This is an optimization exercise on Yosys and OpenROAD, whose aim is small area, not a production implementation. Function was checked by simulation only, so behaviour that the tests miss may differ from the original. No activity file was given, so power comes from the tool's default toggle rates.

==> design.v <==
module adsb_nl (
    input  wire [5:0] k,
    input  wire [4:0] i,
    output wire       t
);
    wire [31:0] thr =
        (k == 6'd1) ? 32'hFFFFFFFF :
        (k == 6'd2) ? 32'd1037950429 :
        (k == 6'd3) ? 32'd1032407177 :
        (k == 6'd4) ? 32'd1023101966 :
        (k == 6'd5) ? 32'd1012796976 :
        (k == 6'd6) ? 32'd1002060437 :
        (k == 6'd7) ? 32'd991087498 :
        (k == 6'd8) ? 32'd979963238 :
        (k == 6'd9) ? 32'd968730034 :
        (k == 6'd10) ? 32'd957410632 :
        (k == 6'd11) ? 32'd946017636 :
        (k == 6'd12) ? 32'd934557930 :
        (k == 6'd13) ? 32'd923034936 :
        (k == 6'd14) ? 32'd911449850 :
        (k == 6'd15) ? 32'd899802360 :
        (k == 6'd16) ? 32'd888091077 :
        (k == 6'd17) ? 32'd876313802 :
        (k == 6'd18) ? 32'd864467698 :
        (k == 6'd19) ? 32'd852549394 :
        (k == 6'd20) ? 32'd840555054 :
        (k == 6'd21) ? 32'd828480416 :
        (k == 6'd22) ? 32'd816320814 :
        (k == 6'd23) ? 32'd804071180 :
        (k == 6'd24) ? 32'd791726040 :
        (k == 6'd25) ? 32'd779279499 :
        (k == 6'd26) ? 32'd766725216 :
        (k == 6'd27) ? 32'd754056370 :
        (k == 6'd28) ? 32'd741265620 :
        (k == 6'd29) ? 32'd728345060 :
        (k == 6'd30) ? 32'd715286153 :
        (k == 6'd31) ? 32'd702079665 :
        (k == 6'd32) ? 32'd688715585 :
        (k == 6'd33) ? 32'd675183027 :
        (k == 6'd34) ? 32'd661470113 :
        (k == 6'd35) ? 32'd647563848 :
        (k == 6'd36) ? 32'd633449950 :
        (k == 6'd37) ? 32'd619112672 :
        (k == 6'd38) ? 32'd604534562 :
        (k == 6'd39) ? 32'd589696198 :
        (k == 6'd40) ? 32'd574575848 :
        (k == 6'd41) ? 32'd559149056 :
        (k == 6'd42) ? 32'd543388133 :
        (k == 6'd43) ? 32'd527261513 :
        (k == 6'd44) ? 32'd510732935 :
        (k == 6'd45) ? 32'd493760396 :
        (k == 6'd46) ? 32'd476294774 :
        (k == 6'd47) ? 32'd458278008 :
        (k == 6'd48) ? 32'd439640620 :
        (k == 6'd49) ? 32'd420298293 :
        (k == 6'd50) ? 32'd400147003 :
        (k == 6'd51) ? 32'd379055882 :
        (k == 6'd52) ? 32'd356856387 :
        (k == 6'd53) ? 32'd333325099 :
        (k == 6'd54) ? 32'd308154920 :
        (k == 6'd55) ? 32'd280903326 :
        (k == 6'd56) ? 32'd250890454 :
        (k == 6'd57) ? 32'd216970575 :
        (k == 6'd58) ? 32'd176907011 :
        (k == 6'd59) ? 32'd124917588 :
        32'd0;
    assign t = thr[i];
endmodule
module adsb_cpr (
    input  wire       clk,
    input  wire       active,
    input  wire       x,
    input  wire [5:0] m,
    input  wire       rnd,
    input  wire       sub_en,
    output wire       p,
    output wire       q
);
    reg  [5:0] acc;
    reg        bw;
    wire [6:0] s  = {1'b0, acc} + (x ? {1'b0, m} : 7'd0) + {6'd0, rnd};
    wire       xs = x & sub_en;
    assign p = s[0];
    assign q = p ^ xs ^ bw;
    wire   bw_n = (~p & xs) | (~p & bw) | (xs & bw);
    always @(posedge clk) begin
        acc <= active ? s[6:1] : 6'd0;
        bw  <= active & bw_n;
    end
endmodule
module adsb_encoder (
    input  wire         clk,
    input  wire         rst,
    input  wire         in_valid,
    output wire         in_ready,
    input  wire [1:0]   op,
    input  wire [23:0]  icao,
    input  wire [2:0]   ca,
    input  wire [4:0]   tc,
    input  wire [1:0]   ss,
    input  wire         nicsb,
    input  wire         tbit,
    input  wire         surface,
    input  wire [31:0]  alt,       
    input  wire [31:0]  lat,       
    input  wire [31:0]  lon,       
    input  wire [63:0]  name,      
    input  wire [87:0]  msg,       
    output wire         out_valid,
    input  wire         out_ready,
    output wire [111:0] frame_e,   
    output wire [111:0] frame_o,
    output wire [7:0]   diag,
    output wire [23:0]  crc,
    output wire         err
);
    localparam [1:0] S_IDLE = 2'd0, S_RUN = 2'd1, S_DONE = 2'd2;
    localparam [2:0] P_SAR = 3'd0, P_ALT = 3'd1, P_XZ = 3'd2, P_YZ = 3'd3,
                     P_CRCO = 3'd4, P_XFER = 3'd5, P_CRCE = 3'd6;
    localparam [7:0]  CRC_LAST = 8'd124;         
    localparam [23:0] G1   = 24'hFFFA04;         
    localparam [23:0] CINJ = 24'h2BCE14;         
    reg [1:0]   state;
    reg [2:0]   phase;
    reg [7:0]   step;
    reg [1:0]   op_r;
    wire [5:0]  C    = CO[13:8];   
    wire [4:0]  A    = CO[18:14];  
    wire        sgn  = CO[19];     
    wire        surf = CO[20];     
    wire        st   = CO[21];     
    wire        nbw  = CO[22];     
    wire [2:0]  m6   = CO[16:14];  
    reg [106:24] E;
    reg [57:24]  O;
    reg [23:0]   CE, CO;
    assign in_ready = (state == S_IDLE);
    wire accept = in_valid & in_ready;
    wire run = (state == S_RUN);
    wire pS = run & (phase == P_SAR);
    wire pA = run & (phase == P_ALT);
    wire pX = run & (phase == P_XZ);
    wire pY = run & (phase == P_YZ);
    wire pCo = run & (phase == P_CRCO);
    wire pXf = run & (phase == P_XFER);
    wire pCe = run & (phase == P_CRCE);
    wire pC  = pCo | pCe;
    wire is_op0 = (op_r == 2'd0);
    function ge(input [7:0] v, input [7:0] k);
        integer b;
        reg r;
        begin
            r = 1'b1;
            for (b = 0; b < 8; b = b + 1)
                r = k[b] ? (v[b] & r) : (v[b] | r);
            ge = r;
        end
    endfunction
    wire s_le16 = ~ge(step, 8'd17);
    wire s_le33 = ~ge(step, 8'd34);
    wire s_le82 = ~ge(step, 8'd83);
    wire s_le87 = ~ge(step, 8'd88);
    wire in_alt = ge(step, 8'd36) & ~ge(step, 8'd48);
    wire nwr    = pA & in_alt & (step != 8'd40) & (step != 8'd42);
    wire nrun   = pA & ge(step, 8'd36) & ~ge(step, 8'd46);
    wire e_rot = pA | pX | pY | (pC & s_le82);
    wire o_rot = ((pS | pY | pCo) & s_le33) | (pX & ~ge(step, 8'd68))
               | (pA & ge(step, 8'd36) & ~ge(step, 8'd70))
               | (pCe & (op_r == 2'd2) & ~s_le82 & s_le87);
    wire aux_rot = pS | (pY & (surf ? ge(step, 8'd6) : ge(step, 8'd2)) & s_le33);
    wire clr     = (pY & ~s_le33) | pXf;
    wire wr = is_op0 & (nwr | (pX & s_le16) | (pY & ge(step, 8'd17) & s_le33));
    wire mact = (pA & ge(step, 8'd68)) | nrun | (pX & s_le16) | (pY & ge(step, 8'd2) & s_le33);
    wire kl4  = (pA & ~ge(step, 8'd72)) | (pY & ~ge(step, 8'd6));
    wire xraw = pY ? CE[0] : (surf ? E[35] : E[39]);
    wire xm   = nrun ? u_bit : xraw & ~(surf & kl4);
    wire rnd  = (pA & ((step == 8'd82) | (step == 8'd39) | (step == 8'd41))) | (pY & (step == 8'd16));
    wire [5:0] mm = pY ? 6'd60 : nrun ? 6'd41 : C;
    wire sub_en = pY | (C != 6'd1);
    wire mp, mq;
    adsb_cpr u_cpr (.clk(clk), .active(mact), .x(xm), .m(mm), .rnd(rnd),
                    .sub_en(sub_en), .p(mp), .q(mq));
    wire [4:0] bi = step[4:0];
    wire thr_bit;
    adsb_nl u_nl (.k(C), .i(bi), .t(thr_bit));
    wire a_bit = CE[0] ^ sgn;              
    wire st_p  = (bi == 5'd0) ? ~sgn : st;  
    wire st_n  = (a_bit ^ thr_bit) ? thr_bit : st_p;
    wire acc_ok = st_n & ~(&C[5:2]);       
    wire [4:0] a_p  = (step == 8'd0) ? 5'd0 : A;
    wire [5:0] a_h6 = {1'b0, a_p} + (a_p[0] ? 6'd25 : 6'd0);
    wire [4:0] a_h  = a_h6[5:1];
    wire [5:0] a_sum = {1'b0, a_h} + (O[24] ? ((bi == 5'd31) ? 6'd2 : 6'd23) : 6'd0);
    wire [5:0] a_red = (a_sum >= 6'd25) ? a_sum - 6'd25 : a_sum;
    wire r_bit = (step[3:0] == 4'd4) ? A[0] : (step[3:0] == 4'd5) ? A[1] :
                 (step[3:0] == 4'd6) ? A[2] : (step[3:0] == 4'd7) ? A[3] :
                 (step[3:0] == 4'd8) ? A[4] : 1'b0;
    wire first = (step[3:0] == 4'd4);
    reg  n_d1, n_d2;
    wire n_bit = ~ge(step, 8'd40) ? mp : (step == 8'd41) ? n_d1 : n_d2;
    wire nbw_p = ~first & nbw;
    wire u_bit = O[24] ^ r_bit ^ nbw_p;
    wire nbw_n = (~O[24] & (r_bit | nbw_p)) | (r_bit & nbw_p);
    wire df   = (step == 8'd83) | (step == 8'd87);
    wire b_e  = s_le82 ? E[24] : s_le87 ? ((op_r == 2'd2) ? O[24] : df) : 1'b0;
    wire b_o  = s_le33 ? O[24] : (step == 8'd34) ? 1'b1 : s_le82 ? E[24] : s_le87 ? df : 1'b0;
    wire b_in = pCo ? b_o : b_e;
    wire [23:0] ce_l = {1'b0, CE[23:1]} ^ (CE[0] ? G1 : 24'd0) ^ (b_in ? CINJ : 24'd0);
    wire [47:0] raw_chars;
    wire [33:0] ld_o_id;
    genvar gi;
    generate
        for (gi = 0; gi < 8; gi = gi + 1) begin : g_chr
            assign raw_chars[6*gi +: 6] = name[8*gi +: 6];
        end
    endgenerate
    assign ld_o_id = {1'b0, 1'b0, name[46], name[47], 1'b0, 1'b0, 1'b0, 1'b0, name[38], name[39], 1'b0, 1'b0, 1'b0, 1'b0, name[30], name[31], 1'b0, 1'b0, 1'b0, 1'b0, name[22], name[23], 1'b0, 1'b0, name[62], name[63], name[14], name[15], 1'b0, 1'b0, name[54], name[55], name[6], name[7]};
    wire [5:0] cw = E[29:24];
    wire c_letter = ~O[24] & O[25] & (cw[4:0] != 5'd0) & (cw[4:0] <= 5'd26);
    wire c_digit  = ~O[24] & ~O[25] & cw[5] & cw[4] & (cw[3:0] <= 4'd9);
    wire c_valid  = c_letter | c_digit;
    wire c_bad    = ~(c_valid | ({O[24], O[25], cw} == 8'h5F));
    wire c_b0 = (m6 == 3'd0);
    wire c_b5 = (m6 == 3'd5);
    wire c_code = c_b5 ? ~nbw : (E[24] & (c_b0 ? c_valid : st));   
    wire wrc = (op_r == 2'd1) & pX & ~ge(step, 8'd48);
    wire [82:0] ld_pos = {ca, icao, tc, ss, nicsb,
                          raw_chars[47:43], 1'b0, raw_chars[41], 1'b1, raw_chars[39:36],
                          tbit, 1'b0, raw_chars[33:32], lon};
    wire [82:0] ld_id  = {ca, icao, 8'b00001000, raw_chars};
    wire s_msg = accept & op[1];
    wire s_id  = accept & ~op[1] & op[0];
    wire s_pos = accept & ~op[1] & ~op[0];
    wire s_keep = ~accept;
    wire [82:0] e_ring = {wr ? (pA ? n_bit : mp) : wrc ? c_code : E[24], E[106:25]};
    wire [82:0] e_next = ({83{s_msg}} & msg[82:0]) | ({83{s_id}} & ld_id)
                       | ({83{s_pos}} & ld_pos) | ({83{s_keep}} & e_ring);
    localparam [33:0] O_ID  = 34'b0011000011000011000011001111001111;
    localparam [33:0] O_MSG = 34'b0000000000000000000000000000011111;
    localparam [33:0] O_ALT = ~(O_ID | O_MSG);
    wire [33:0] o_ring = {(wr & ~pA) ? mq : (wrc & c_b0) ? c_bad : O[24], O[57:25]};
    wire [33:0] o_next = ({34{accept}} & O_ALT & {2'b00, alt})
                       | ({34{s_pos}} & ~O_ALT & {2'b00, alt})
                       | ({34{s_id}} & ld_o_id)
                       | ({34{s_msg}} & {29'd0, msg[87:83]})
                       | ({34{s_keep}} & o_ring);
    wire last = pS ? (step == 8'd191) : pC ? (step == CRC_LAST) : pXf ? (step == 8'd23) : (step == 8'd82);
    always @(posedge clk) begin
        if (rst) begin
            state <= S_IDLE;
        end else begin
            case (state)
                S_IDLE: if (in_valid) state <= (op == 2'd3) ? S_DONE : S_RUN;
                S_RUN:  if (pCe & last) state <= S_DONE;
                default: if (out_ready) state <= S_IDLE;
            endcase
        end
    end
    always @(posedge clk) begin
        if (accept) begin
            phase <= P_SAR;
            step  <= 8'd0;
        end else if (run) begin
            if (last) begin
                phase <= phase + 3'd1;
                step  <= 8'd0;
            end else begin
                step <= step + 8'd1;
            end
        end
    end
    always @(posedge clk) begin
        if (accept)
            op_r <= op;
        n_d1 <= mp;
        n_d2 <= n_d1;
    end
    integer j;
    always @(posedge clk) begin
        if (accept | e_rot)
            E <= e_next;
        if (accept | o_rot)
            O <= o_next;
        if (accept) begin
            CE <= lat[23:0];
            CO[7:0] <= lat[31:24];
        end else if (pC) begin
            CE <= ce_l;
        end else if (aux_rot) begin
            CE <= {CO[0], CE[23:1]};
            CO[7:0] <= {CE[0], CO[7:1]};
        end else if (clr) begin
            CE <= {1'b0, CE[23:1]};
        end
        if (pXf) begin
            CO <= {CE[0], CO[23:1]};
        end else begin
            if (accept) begin
                CO[13:8] <= 6'b100000;
                CO[19]   <= lat[31];
                CO[20]   <= surface;
            end
            if (pS) begin
                CO[21] <= st_n;
                if (bi == 5'd31)
                    for (j = 0; j < 6; j = j + 1)
                        if (step[7:5] == 5 - j) CO[8 + j] <= acc_ok;           
                        else if (step[7:5] == 4 - j) CO[8 + j] <= 1'b1;   
            end
            if (pS & (step[7:5] == 3'd0))
                CO[18:14] <= a_red[4:0];
            if (pX & c_b0) begin
                CO[21] <= c_valid;
                CO[22] <= c_letter;
            end
            if (nrun)
                CO[22] <= nbw_n;
            if (pX)
                CO[16:14] <= c_b5 ? 3'd0 : m6 + 3'd1;
            else if (pA & last)
                CO[16:14] <= 3'd0;
        end
    end
    assign out_valid = (state == S_DONE);
    assign frame_e   = {5'b10001, E, CE};
    assign frame_o   = {5'b10001, E[106:59], 1'b1, O, CO};
    assign crc       = CE;
    assign diag      = {O[24], O[30], O[36], O[42], O[48], O[54], O[26], O[32]};
    assign err       = (op_r == 2'd3);
endmodule
==> flow/run.sh <==
#!/bin/bash
# The standard layout (standard.sh) with four changes to how it is made:
#  - Yosys maps the logic with flow/abc_map.script, an area-oriented ABC
#    script, in place of ORFS's delay-oriented abc_speed.script (a copy of
#    ORFS's scripts folder with only that file replaced); the synthesis is
#    otherwise ORFS's, as synth_recipe.tcl runs it;
#  - ADDER_MAP_FILE is empty, so Yosys leaves adders to ABC instead of
#    extracting full and half adder cells first;
#  - buffer_ports buffers every input and output port with
#    sky130_fd_sc_hd__buf_1, the smallest buffer;
#  - clock tree synthesis clusters up to 14 registers per leaf buffer
#    (sky130_fd_sc_hd__clkbuf_8) and adds no dummy loads.
# Each tool's output stays in ORFS's own logs; standard.sh's output goes to
# standard.log.
set -e
rm -rf scripts_area
cp -r "$FLOW_HOME/scripts" scripts_area
cp flow/abc_map.script scripts_area/abc_speed.script
export SCRIPTS_DIR="$PWD/scripts_area"
export ADDER_MAP_FILE=
export BUFFER_PORTS_ARGS="-buffer_cell sky130_fd_sc_hd__buf_1"
export CTS_ARGS="-sink_clustering_enable -repair_clock_nets -sink_clustering_size 14 -sink_clustering_max_diameter 60 -buf_list sky130_fd_sc_hd__clkbuf_8 -dont_use_dummy_load"
bash standard.sh > standard.log 2>&1
==> flow/abc_map.script <==
&get -n
&st
&dch
&nf -R 1000
&st
&dch
&nf -R 1000
&st
&dch
&nf -R 1000
&put
dnsize -c
==> standard.sh <==
#!/bin/bash
# synth_recipe.tcl (not shown) runs the flow's synth.tcl, then flattens the netlist and writes it again
# the make line also repeats each setting of config.mk as NAME=value (left out here)
make -C /OpenROAD-flow-scripts/flow DESIGN_CONFIG=/design/flow/config.mk WORK_HOME=/design/flow/orfs CLKGATE_MAP_FILE= SYNTH_SCRIPT=/design/flow/synth_recipe.tcl "${@:-finish}"
==> config.mk <==
export PLATFORM = sky130hd
export DESIGN_NAME = adsb_encoder
export DESIGN_NICKNAME = adsb_encoder
export VERILOG_FILES = /design/flow/design.v
export SDC_FILE = /design/flow/constraint.sdc
export NUM_CORES = 4
export LEC_CHECK = 0
export CAP_MARGIN = 20
export CORE_MARGIN = 2
export CORE_UTILIZATION = 30
export PLACE_DENSITY = 0.5
export SLEW_MARGIN = 20
==> constraint.sdc <==
create_clock -name core_clock -period 34.0 [get_ports {clk}]
set_input_delay 6.8000 -clock core_clock [delete_from_list [all_inputs] [get_ports {clk}]]
set_output_delay 6.8000 -clock core_clock [all_outputs]
set_load 0.01 [all_outputs]
==> flow_metrics.py, run 1 <==
metrics = {
    "clock_network": {
        "postCtsSetupBuffers": 0,
        "cts_resized": 0,
        "cts_tree": "built",
        "cts_sinks": 189,
        "cts_root_buf": "clkbuf_8",
        "htree_num_levels": 4,
        "cts_made_buffers": 17,
        "clock_latency_ps": 520,
        "cts_hold_buf": 0,
        "path_clk_slew_ps": 90,
        "cts_buffer_depth": 2,
    },
    "timing": {
        "setup-tns-final_ps": 0,
        "worstMarginPinSlew_ps": 1098,
        "setup_violations": 0,
        "period_share_pct": 30.37,
        "slew_headroom_pct": 26.82,
        "period_needed_ps": 10330,
        "hold_viol": 0,
        "rsz0062_at_grt": "false",
        "fin_skew_ps": 45.93,
        "fmax_ghz": 0.09684,
        "slew_violations": 0,
    },
    "route": {
        "dr.pass1.iters": 8,
        "viasPerCell": 5.928,
        "vias": 15140,
        "routedWlPerCell_um": 29.78,
        "ant_nets": 0,
        "finalWirelength_um": 76020,
        "remaining_drc_errors": 0,
        "drtIter0Drc": 2285,
    },
    "synthesis": {
        "syn_area_per_cell_um2": 8.375,
        "syn_area_um2": 12590,
        "synth.area.top_cells": "edfxtp_1 (38%), nand2_1 (11%), a222oi_1 (5.9%)",
        "yosysMostFrequentCell": "nand2_1",
        "synth_fa_ha_area_share_pct": 0.1590,
        "synth-edff-count": 161,
        "ys_types": 54,
        "synth_common_cells": "nand2_1 (358), nor2_1 (177), edfxtp_1 (161), buf_4 (95), a222oi_1 (74)",
        "synth_top_area_share_pct": 38.41,
        "ys_ff_latch": 189,
        "synth-compound-area-share_pct": 19.43,
        "yosys.area.top_type": "edfxtp_1",
        "synth-simple-area-share_pct": 27.72,
        "async_reset_ff_share_pct": 0,
        "ys_seq_area_share_pct": 42.86,
        "synth_top_family_by_area": "simple AND/OR/NAND/NOR gates",
        "synth.area.mux_share_pct": 0,
        "yosys_warnings": 2,
        "synthCells": 1503,
        "synth_xor_area_share_pct": 2.644,
        "synthFlopType": "edfxtp_1",
    },
    "worst_setup_path": {
        "crit_arrival_ps": 10440,
        "cpMostUsedCell": "buf_4",
        "slowest_delay_ps": 920,
        "path_buf_inv": 4,
        "rrSetupSlack_ps": 28460,
        "path_max_fanout": 98,
        "crit_slowest_cell": "buf_4",
        "cp.required_ps": 34110,
        "worstPathCellList": "buf_1 -> nand2_4 -> buf_4 -> inv_2 -> buf_4 -> nor2_1 -> nand3_1 -> a211o_1",
        "cp-start-kind": "primary input",
        "worstRegToRegCells": 17,
        "crit_path_end_kind": "flop",
        "crit_family": "buffers and inverters",
        "worstSetupPathType": "primary input to flop",
        "cp.depth": 8,
    },
    "grt": {
        "antenna_found_initial": 15,
        "grt_max_degree": 99,
        "grt_pass1_wl_um": 106400,
        "grt_usage_pct": 33.79,
        "grt_overflow_total": 0,
        "grt_pass1_vias": 14290,
    },
    "outcome": {
        "status": "timing/DRC/antenna clean",
    },
    "power_and_ir_drop": {
        "p_comb_share_pct": 43.1,
        "pwr-share-seq_pct": 45.0,
        "p_int_mw": 0.5629,
        "switching_share_pct": 45.68,
        "power.switching_mw": 0.4734,
        "p_per_area_nw_per_um2": 68.43,
        "p_leak_nw": 5.332,
        "power.total_mw": 1.036,
        "power_frac_clock_pct": 11.9,
        "peakVddDrop_mv": 0.03676,
    },
    "finish": {
        "finish.instance_area_um2": 15140,
        "syn2layout_area_growth_pct": 20.30,
        "drive_above_1_share_pct": 2.794,
        "nNetsFinal": 2297,
    },
    "min_path": {
        "hold_depth": 0,
        "holdCritPathClass": "flop to flop",
    },
    "flow_run": {
        "max_cap_violations": 0,
    },
    "place": {
        "routabilityCongestion": 1.069,
        "place.port_buffers": 538,
        "dp_hpwl_um": 59730,
        "place_area_um2": 14880,
    },
    "die": {
        "start_util_pct": 30.21,
        "die_w_um": 208.8,
        "die_h_um": 208.8,
        "io_pins": 550,
        "rows": 75,
        "dieArea_um2": 43620,
        "core-area_um2": 41670,
    },
}
[cell families (layout without fill, tap and decap cells)]
family | after synthesis | after routing
other cells | 2 | 21
simple gates | 785 | 785
buf+inv | 144 | 636
fa+ha+maj | 2 | 2
compound gates | 343 | 343
xor+xnor | 38 | 38
flops | 189 | 189
[cell type report]
cell class                      count  area (µm²)
Clock buffer                       17       234.0
Timing Repair Buffer              570        2260
Tap cell                          539       674.4
Fill cell                        4653       26520
Inverter                           49       183.9
Antenna cell                       10       25.02
Multi-Input combinational cell   1179        6371
Sequential cell                   189        5395
[through the flow]
step | instances | worst slack, ps | hold WS (ps) | util, %
floorplan | 1512 | 20090 | 325.9 | -
global placement | 2526 | 23290 | 338.1 | 35.72
detailed placement | 2526 | 23130 | 337.6 | 35.72
CTS | 2543 | 23720 | 353.9 | 36.28
global route | 2552 | 23400 | 361.9 | 36.34
finish | 2553 | 23670 | 350.7 | 36.35
[power groups by stage]
stage                     combinational (mW)  clock, mW  sequential (mW)
final                                  0.447      0.124            0.466
after CTS                              0.445      0.126            0.461
after global placement                 0.442          0            0.465
after floorplan                        0.284          0            0.460
after detailed placement               0.444          0            0.464
after global routing                   0.490      0.133            0.469
[sequential cells by signal, indices dropped and copies added, names as in the netlist]
name	flops
n_d2	1
phase	3
CO	24
u_cpr.acc	6
CE	24
n_d1	1
E	83
state	2
step	8
O	34
u_cpr.bw	1
op_r	2
[placed cells by master, fill, tap and decap left out, types with 8 or more instances in the layout]
master	netlist	layout
a222oi_1	74	74
nand3_1	44	44
nor4_1	33	33
nor3_1	55	54
xnor2_1	12	12
buf_4	95	32
nor2_1	177	176
clkinv_1	49	48
or3_1	10	10
a22oi_1	27	27
and2_0	9	8
xor2_1	26	26
buf_1	0	538
nand4_1	29	29
dfxtp_1	28	28
conb_1	2	11
edfxtp_1	161	161
clkbuf_8	0	17
a31oi_1	23	23
nor2b_1	14	14
o211ai_1	10	10
or2_0	9	8
a21oi_1	63	63
and3_1	9	8
diode_2	0	10
nand2b_1	18	18
a2111oi_0	8	8
o21ai_0	71	71
nand2_1	358	357
[path summary, 6_finish.rpt]
kind / from / end
min: n_d1$_DFF_P_ / n_d2$_DFF_P_
max reg2reg: CO[11]$_DFF_P_ / CO[8]$_DFF_P_
min reg2reg: n_d1$_DFF_P_ / n_d2$_DFF_P_
max: in_valid / CE[17]$_DFFE_PP_
[metal layers]
| layer | routed length [µm] | GRT usage (%) |
|---|---|---|
| met2 | 34830 | 53.75 |
| met3 | 6461 | 6.432 |
| met5 | 12 | 0 |
| met4 | 3288 | 13.57 |
| met1 | 31430 | 45.24 |
==> run 2, diff against run 1 <==
--- a/config.mk
+++ b/config.mk
@@ -7,6 +7,6 @@
 export LEC_CHECK = 0
 export CAP_MARGIN = 20
 export CORE_MARGIN = 2
-export CORE_UTILIZATION = 30
-export PLACE_DENSITY = 0.5
+export CORE_UTILIZATION = 35
+export PLACE_DENSITY = 0.55
 export SLEW_MARGIN = 20
==> run 2 against run 1 <==
Clock power barely moved. Design area decreased by 0.84%. Worst hold slack gained 8.4 ps. Via count is 1.7% higher. Total power is 0.37% higher. Wire length is 3.9% lower. Combinational power about the same. Register-to-register slack worse by 60 ps. Clock skew is 6.5 ps lower. Clock-buffer cell count unchanged. Synthesized cell count is the same. Highest routed layer is now met4.
==> flow_metrics.py, run 2 <==
metrics = {
    "route": {
        "vias": 15390,
        "dr.pass1.iters": 10,
        "drtIter0Drc": 2399,
        "routedWlPerCell_um": 29.58,
        "ant_nets": 0,
        "viasPerCell": 6.233,
        "finalWirelength_um": 73030,
        "remaining_drc_errors": 0,
    },
    "power_and_ir_drop": {
        "p_per_area_nw_per_um2": 69.27,
        "p_leak_nw": 5.321,
        "peakVddDrop_mv": 0.05387,
        "power.total_mw": 1.040,
    },
    "place": {
        "place.port_buffers": 538,
        "dp_cells": 2445,
        "dp_hpwl_um": 57680,
        "routabilityCongestion": 1.068,
    },
    "worst_setup_path": {
        "crit_arrival_ps": 9780,
        "crit_path_end_kind": "flop",
        "cp.required_ps": 34110,
        "rrSetupSlack_ps": 28400,
        "worstSetupPathType": "primary input to flop",
        "rr_startpoint": "CO[8]$_DFF_P_",
        "crit_start": "in_valid",
        "worstRegToRegCells": 17,
        "cp-start-kind": "primary input",
        "worstReg2RegEnd": "CO[8]$_DFF_P_",
        "path_max_fanout": 58,
        "crit_end": "CE[23]$_DFFE_PP_",
    },
    "die": {
        "core-area_um2": 35480,
        "start_util_pct": 35.48,
        "dieArea_um2": 37500,
        "io_pins": 550,
        "die_h_um": 193.7,
        "rows": 69,
        "die_w_um": 193.7,
    },
    "synthesis": {
        "ys_types": 54,
        "synth_common_cells": "nand2_1 (358), nor2_1 (177), edfxtp_1 (161), buf_4 (95), a222oi_1 (74)",
        "async_reset_ff_share_pct": 0,
        "syn_area_per_cell_um2": 8.375,
        "synthFlopType": "edfxtp_1",
        "yosys_warnings": 2,
        "yosys.area.top_type": "edfxtp_1",
        "syn_area_um2": 12590,
        "ys_seq_area_share_pct": 42.86,
        "synth_top_area_share_pct": 38.41,
        "ys_ff_latch": 189,
        "synth-edff-count": 161,
        "yosysMostFrequentCell": "nand2_1",
        "synthCells": 1503,
        "synth.area.top_cells": "edfxtp_1 (38%), nand2_1 (11%), a222oi_1 (5.9%)",
    },
    "finish": {
        "largest_reg_flops": 83,
        "layout_common_cells": "buf_1 (538), nand2_1 (357), nor2_1 (176)",
        "n_fill_cell": 3750,
        "seqCellArea_um2": 5395,
        "drive_above_1_share_pct": 2.649,
        "nNetsFinal": 2294,
        "syn2layout_area_growth_pct": 19.28,
        "multi_input_area_um2": 6371,
        "final_common_cell": "buf_1",
        "reg_top3": "E (83), O (34)",
        "regMostFlops": "E",
        "final_cell_count_no_fill": 2469,
    },
    "clock_network": {
        "cts_buffer_depth": 2,
        "cts_made_buffers": 17,
        "cts_hold_buf": 0,
        "cts_tree": "built",
        "path_clk_slew_ps": 100,
        "cts_root_buf": "clkbuf_8",
        "cts_sinks": 189,
        "htree_num_levels": 4,
        "clock_latency_ps": 510,
        "postCtsSetupBuffers": 0,
        "cts_resized": 0,
    },
    "timing": {
        "setup_violations": 0,
        "period_share_pct": 28.46,
        "fmax_ghz": 0.1033,
        "fin_hold_ws_ps": 359.0,
        "slew_violations": 0,
        "setup-tns-final_ps": 0,
        "rsz0062_at_grt": "false",
        "hold_viol": 0,
        "worstMarginPinSlew_ps": 1208,
        "slew_headroom_pct": 18.82,
        "period_needed_ps": 9677,
        "fin_skew_ps": 39.45,
    },
    "grt": {
        "grt_pass1_wl_um": 102200,
        "grt_usage_pct": 37.31,
        "grt_max_degree": 102,
        "antenna_found_initial": 13,
        "grt_overflow_total": 0,
        "grt_pass1_vias": 14170,
    },
    "outcome": {
        "status": "timing/DRC/antenna clean",
    },
    "flow_run": {
        "max_cap_violations": 0,
    },
    "min_path": {
        "holdCritPathClass": "flop to flop",
    },
}
-- run 2: layout make-up --
type                    count  share of cell area (%)
inverters                  49                   1.225
flip-flops and latches    189                   35.93
well taps                 461                   3.841
diodes                      7                  0.1167
multi-input cells        1179                   42.43
repair buffers            567                   14.90
clock buffers              17                   1.558
-- run 2: metal layers --
metal	global-route usage [%]	wire (µm)	vias to the layer above	part of all wire, %
met5	0	0	-	0
met3	7.027	7328	187	10
met1	51.62	30100	7524	41
met2	56.80	32100	1104	44
met4	16.48	3512	0	4.8
li1	-	-	6575	-
-- run 2: through the flow --
step | worst slack, ps | util [%] | area, µm²
detailed placement | 23950 | 41.61 | 14760
global placement | 24060 | 41.61 | 14760
floorplan | 20090 | - | 12620
finish | 24320 | 42.32 | 15020
CTS | 24490 | 42.27 | 15000
global route | 24250 | 42.32 | 15020
-- run 2: critical path, stage by stage --
cell and delay [ps]:
buf_1 290, nand2_4 460, inv_2 130, buf_4 530, nor2_1 210, nand3_1 400, a211o_1 900
-- run 2: cell families (layout without fill, tap and decap cells) --
family / after synthesis / after routing / share of synthesized area [%]
AO/OA/AOI/OAI: 343 / 343 / 19.43
XOR/XNOR: 38 / 38 / 2.644
adder cells (fa/ha/maj): 2 / 2 / 0.1590
buffers and inverters: 144 / 633 / 7.127
flip-flops: 189 / 189 / 42.86
other: 2 / 18 / 0.05966
AND/OR/NAND/NOR: 785 / 785 / 27.72
-- run 2: how the worst min path moves through the flow --
stage                     cells past startpoint  slack, ps           end         start
final                                         0        360  n_d2$_DFF_P_  n_d1$_DFF_P_
after global routing                          0        370  n_d2$_DFF_P_  n_d1$_DFF_P_
after CTS                                     0        360  n_d2$_DFF_P_  n_d1$_DFF_P_
after detailed placement                      0        340  n_d2$_DFF_P_  n_d1$_DFF_P_
after global placement                        0        330  n_d2$_DFF_P_  n_d1$_DFF_P_
after floorplan                               0        330  n_d2$_DFF_P_  n_d1$_DFF_P_
-- run 2: report_power, final --
part	switching, mW	leakage, nW	internal, mW
logic	0.299	3.41	0.151
clock network	0.0793	0.122	0.0444
registers	0.0997	1.79	0.367
==> run 3, diff against run 2 <==
--- a/flow/run.sh
+++ b/flow/run.sh
@@ -1,11 +1,13 @@
 #!/bin/bash
-# The standard layout (standard.sh) with four changes to how it is made:
+# The standard layout (standard.sh) with five changes to how it is made:
 #  - Yosys maps the logic with flow/abc_map.script, an area-oriented ABC
 #    script, in place of ORFS's delay-oriented abc_speed.script (a copy of
 #    ORFS's scripts folder with only that file replaced); the synthesis is
 #    otherwise ORFS's, as synth_recipe.tcl runs it;
 #  - ADDER_MAP_FILE is empty, so Yosys leaves adders to ABC instead of
 #    extracting full and half adder cells first;
+#  - SYNTH_OPERATIONS_ARGS names an empty techmap file (flow/no_extra_map.v)
+#    in place of ORFS's default Kogge-Stone carry-lookahead map;
 #  - buffer_ports buffers every input and output port with
 #    sky130_fd_sc_hd__buf_1, the smallest buffer;
 #  - clock tree synthesis clusters up to 14 registers per leaf buffer
@@ -18,6 +20,7 @@
 cp flow/abc_map.script scripts_area/abc_speed.script
 export SCRIPTS_DIR="$PWD/scripts_area"
 export ADDER_MAP_FILE=
+export SYNTH_OPERATIONS_ARGS="-extra-map $PWD/flow/no_extra_map.v"
 export BUFFER_PORTS_ARGS="-buffer_cell sky130_fd_sc_hd__buf_1"
 export CTS_ARGS="-sink_clustering_enable -repair_clock_nets -sink_clustering_size 14 -sink_clustering_max_diameter 60 -buf_list sky130_fd_sc_hd__clkbuf_8 -dont_use_dummy_load"
 bash standard.sh > standard.log 2>&1
==> flow/no_extra_map.v (new file) <==
// Empty techmap library: passed as Yosys synth's -extra-map in place of
// ORFS's default Kogge-Stone carry-lookahead map, so adders keep Yosys's
// plain ripple carry for ABC to map.
--- a/config.mk
+++ b/config.mk
@@ -7,6 +7,6 @@
 export LEC_CHECK = 0
 export CAP_MARGIN = 20
 export CORE_MARGIN = 2
-export CORE_UTILIZATION = 35
-export PLACE_DENSITY = 0.55
+export CORE_UTILIZATION = 30
+export PLACE_DENSITY = 0.5
 export SLEW_MARGIN = 20
==> run 3 against run 2 <==
Highest routed layer is now met5. Via count down 1.0%. Clock power is essentially flat. Critical path type unchanged. Non-clock buffer count did not move. Still clean. First-iteration DRC count fell by 10%. Largest cell class unchanged. Sequential power is 8.8% higher.
==> flow_metrics.py, run 3 <==
metrics = {
    "worst_setup_path": {
        "crit_arrival_ps": 9880,
        "crit_path_end_kind": "flop",
        "slowest_delay_ps": 750,
        "worstPathCellList": "buf_1 -> nand2_4 -> buf_4 -> clkinv_1 -> buf_4 -> a21oi_1 -> nand3_2",
        "crit_start": "in_valid",
        "cp.required_ps": 33980,
        "cpMostUsedCell": "buf_4",
        "crit_slowest_cell": "nand3_2",
        "rr_startpoint": "CO[13]$_DFF_P_",
        "cp-start-kind": "primary input",
        "worstSetupPathType": "primary input to flop",
        "path_max_fanout": 49,
    },
    "timing": {
        "slew_violations": 0,
        "worstMarginPinSlew_ps": 1131,
        "period_needed_ps": 9895,
        "fin_skew_ps": 37.39,
        "fin_ws_ps": 24110,
        "hold_viol": 0,
        "period_share_pct": 29.10,
        "fmax_ghz": 0.1011,
        "fin_hold_ws_ps": 344.0,
        "slew_headroom_pct": 23.89,
        "rsz0062_at_grt": "false",
        "setup_violations": 0,
        "setup-tns-final_ps": 0,
    },
    "place": {
        "post-place-ws_ps": 23560,
        "place.port_buffers": 538,
        "routabilityCongestion": 1.014,
        "dp_hpwl_um": 60090,
        "place_area_um2": 14910,
    },
    "die": {
        "start_util_pct": 30.24,
        "die_h_um": 209.2,
        "rows": 75,
        "die_w_um": 209.2,
        "io_pins": 550,
        "core-area_um2": 41760,
        "dieArea_um2": 43750,
    },
    "outcome": {
        "status": "timing/DRC/antenna clean",
    },
    "clock_network": {
        "htree_num_levels": 4,
        "postCtsSetupBuffers": 0,
        "cts_hold_buf": 0,
        "clock_latency_ps": 560,
        "cts_buffer_depth": 2,
        "cts_sinks": 189,
        "cts_root_buf": "clkbuf_8",
        "cts_tree": "built",
        "path_clk_slew_ps": 100,
        "cts_resized": 0,
        "cts_made_buffers": 17,
    },
    "grt": {
        "grt_max_degree": 89,
        "grt_usage_pct": 33.85,
        "grt_pass1_vias": 14340,
        "grt_overflow_total": 0,
        "antenna_found_initial": 14,
        "grt_pass1_wl_um": 105700,
    },
    "synthesis": {
        "ys_ff_latch": 189,
        "ys_seq_area_share_pct": 42.72,
        "async_reset_ff_share_pct": 0,
        "yosysMostFrequentCell": "nand2_1",
        "synth_fa_ha_area_share_pct": 0.2378,
        "syn_area_um2": 12630,
        "synth_top_area_share_pct": 38.28,
        "synth.area.top_cells": "edfxtp_1 (38%), nand2_1 (12%), buf_4 (5.6%)",
        "synth-compound-area-share_pct": 18.94,
        "synth-edff-count": 161,
        "synth_top_family_by_area": "simple AND/OR/NAND/NOR gates",
        "ys_types": 60,
        "synthCells": 1516,
        "yosys_warnings": 2,
        "synth.area.mux_share_pct": 0.3171,
        "syn_area_per_cell_um2": 8.330,
        "synth_common_cells": "nand2_1 (399), edfxtp_1 (161), nor2_1 (144), buf_4 (95), a21oi_1 (75)",
        "yosys.area.top_type": "edfxtp_1",
        "synthFlopType": "edfxtp_1",
        "synth_xor_area_share_pct": 2.635,
        "synth-simple-area-share_pct": 28.01,
    },
    "finish": {
        "largest_reg_flops": 83,
        "finish.instance_area_um2": 15170,
        "reg_top3": "E (83), O (34)",
        "regMostFlops": "E",
        "drive_above_1_share_pct": 2.632,
        "final_common_cell": "buf_1",
        "syn2layout_area_growth_pct": 20.15,
        "n_fill_cell": 4556,
        "layout_common_cells": "buf_1 (538), nand2_1 (398), edfxtp_1 (161)",
        "nNetsFinal": 2307,
    },
    "min_path": {
        "hp-start": "n_d1$_DFF_P_",
        "holdCritPathClass": "flop to flop",
    },
    "route": {
        "ant_nets": 0,
        "drtIter0Drc": 2159,
        "routedWlPerCell_um": 29.81,
        "dr.pass1.iters": 9,
        "viasPerCell": 5.936,
        "vias": 15230,
        "finalWirelength_um": 76490,
        "remaining_drc_errors": 0,
    },
    "power_and_ir_drop": {
        "power.total_mw": 1.147,
        "p_per_area_nw_per_um2": 75.60,
        "peakVddDrop_mv": 0.04632,
        "p_leak_nw": 5.603,
    },
    "flow_run": {
        "max_cap_violations": 0,
    },
}
## run 3: cell types whose count changed after synthesis, sizes merged, moves of 5 or more
cell,delta
a21oi,+12
o31ai,-6
a2111oi,-5
nor2,-33
nand2,+41
a22oi,+6
nand3,+7
## run 3: per-layer routing
| metal | vias to the layer above | track usage (%) | share of wire (%) |
|---|---|---|---|
| li1 | 6595 | - | - |
| met1 | 7536 | 43.94 | 40 |
| met2 | 936 | 55.06 | 47 |
| met3 | 161 | 7.169 | 8.6 |
| met4 | 4 | 13.37 | 4.1 |
| met5 | - | 0 | 0.034 |
## run 3: where the power goes
| group | internal (mW) | leakage, nW | total [mW] | switching, mW |
|---|---|---|---|---|
| clock | 0.0442 | 0.122 | 0.125 | 0.0807 |
| combinational | 0.171 | 3.69 | 0.514 | 0.343 |
| sequential | 0.392 | 1.79 | 0.508 | 0.116 |
| total | 0.608 | 5.60 | 1.15 | 0.539 |
## run 3: area by class of cell
type	instances	area [µm²]	share of cell area, %
inverter	48	180.2	1.187
sequential	189	5395	35.56
timing repair buffer	567	2237	14.74
clock buffer	17	234.0	1.542
multi-input combinational	1193	6420	42.31
tap	539	674.4	4.445
antenna	13	32.53	0.2144
## run 3: final timing paths
check | end | slack, ps | cells past startpoint
max | O[43]$_DFFE_PP_ | 24110 | 7
min | n_d2$_DFF_P_ | 340 | 0
max reg2reg | CO[10]$_DFF_P_ | 28540 | 18
min reg2reg | n_d2$_DFF_P_ | 340 | 0
## run 3: cells by family after synthesis
logic type / after synthesis
buf+inv: 143
fa+ha+maj: 3
simple gates: 799
flops: 189
compound gates: 338
xor+xnor: 38
other cells: 2
mux: 4
## run 3: through the flow
step	cells	utilization (%)
after floorplan	1525	-
after global placement	2536	35.69
after detailed placement	2536	35.70
after CTS	2553	36.26
after global routing	2564	36.32
final	2566	36.34
## run 3: worst max-delay path, delay by kind of cell
family	cells	cell delay, ps
compound gates	1	230
simple gates	2	1220
buf+inv	4	1570

==> what the ideal ports hide <==
How much do the figures lean on ideal ports? The routed layouts below were timed once more, with nothing changed but the port constraints.
Step 1: set_driving_cell puts a clkbuf_16 on clk and a buf_2 on each other input, an assumption about the parent block.
Step 2, shift: input delay + t, output delay - t, t = (earliest + latest rising clock arrival at the registers) / 2. This alone moves slack from input paths to output paths.
Three values: ideal ports, drivers, drivers and shift; two values: the first two.
run	t, ns	setup WS [ns]	worst register clock-pin slew, ns
run 1	0.549	23.673 / 23.693 / 23.144	0.11 / 0.11
run 2	0.541	24.323 / 24.343 / 23.802	0.12 / 0.12
run 3	0.589	24.105 / 24.131 / 23.542	0.11 / 0.11
After both steps setup and hold are still met in every run listed. For run 3, which loses most, drivers alone change the setup slack by +0.026 ns; drivers and shift together by -0.563 ns.
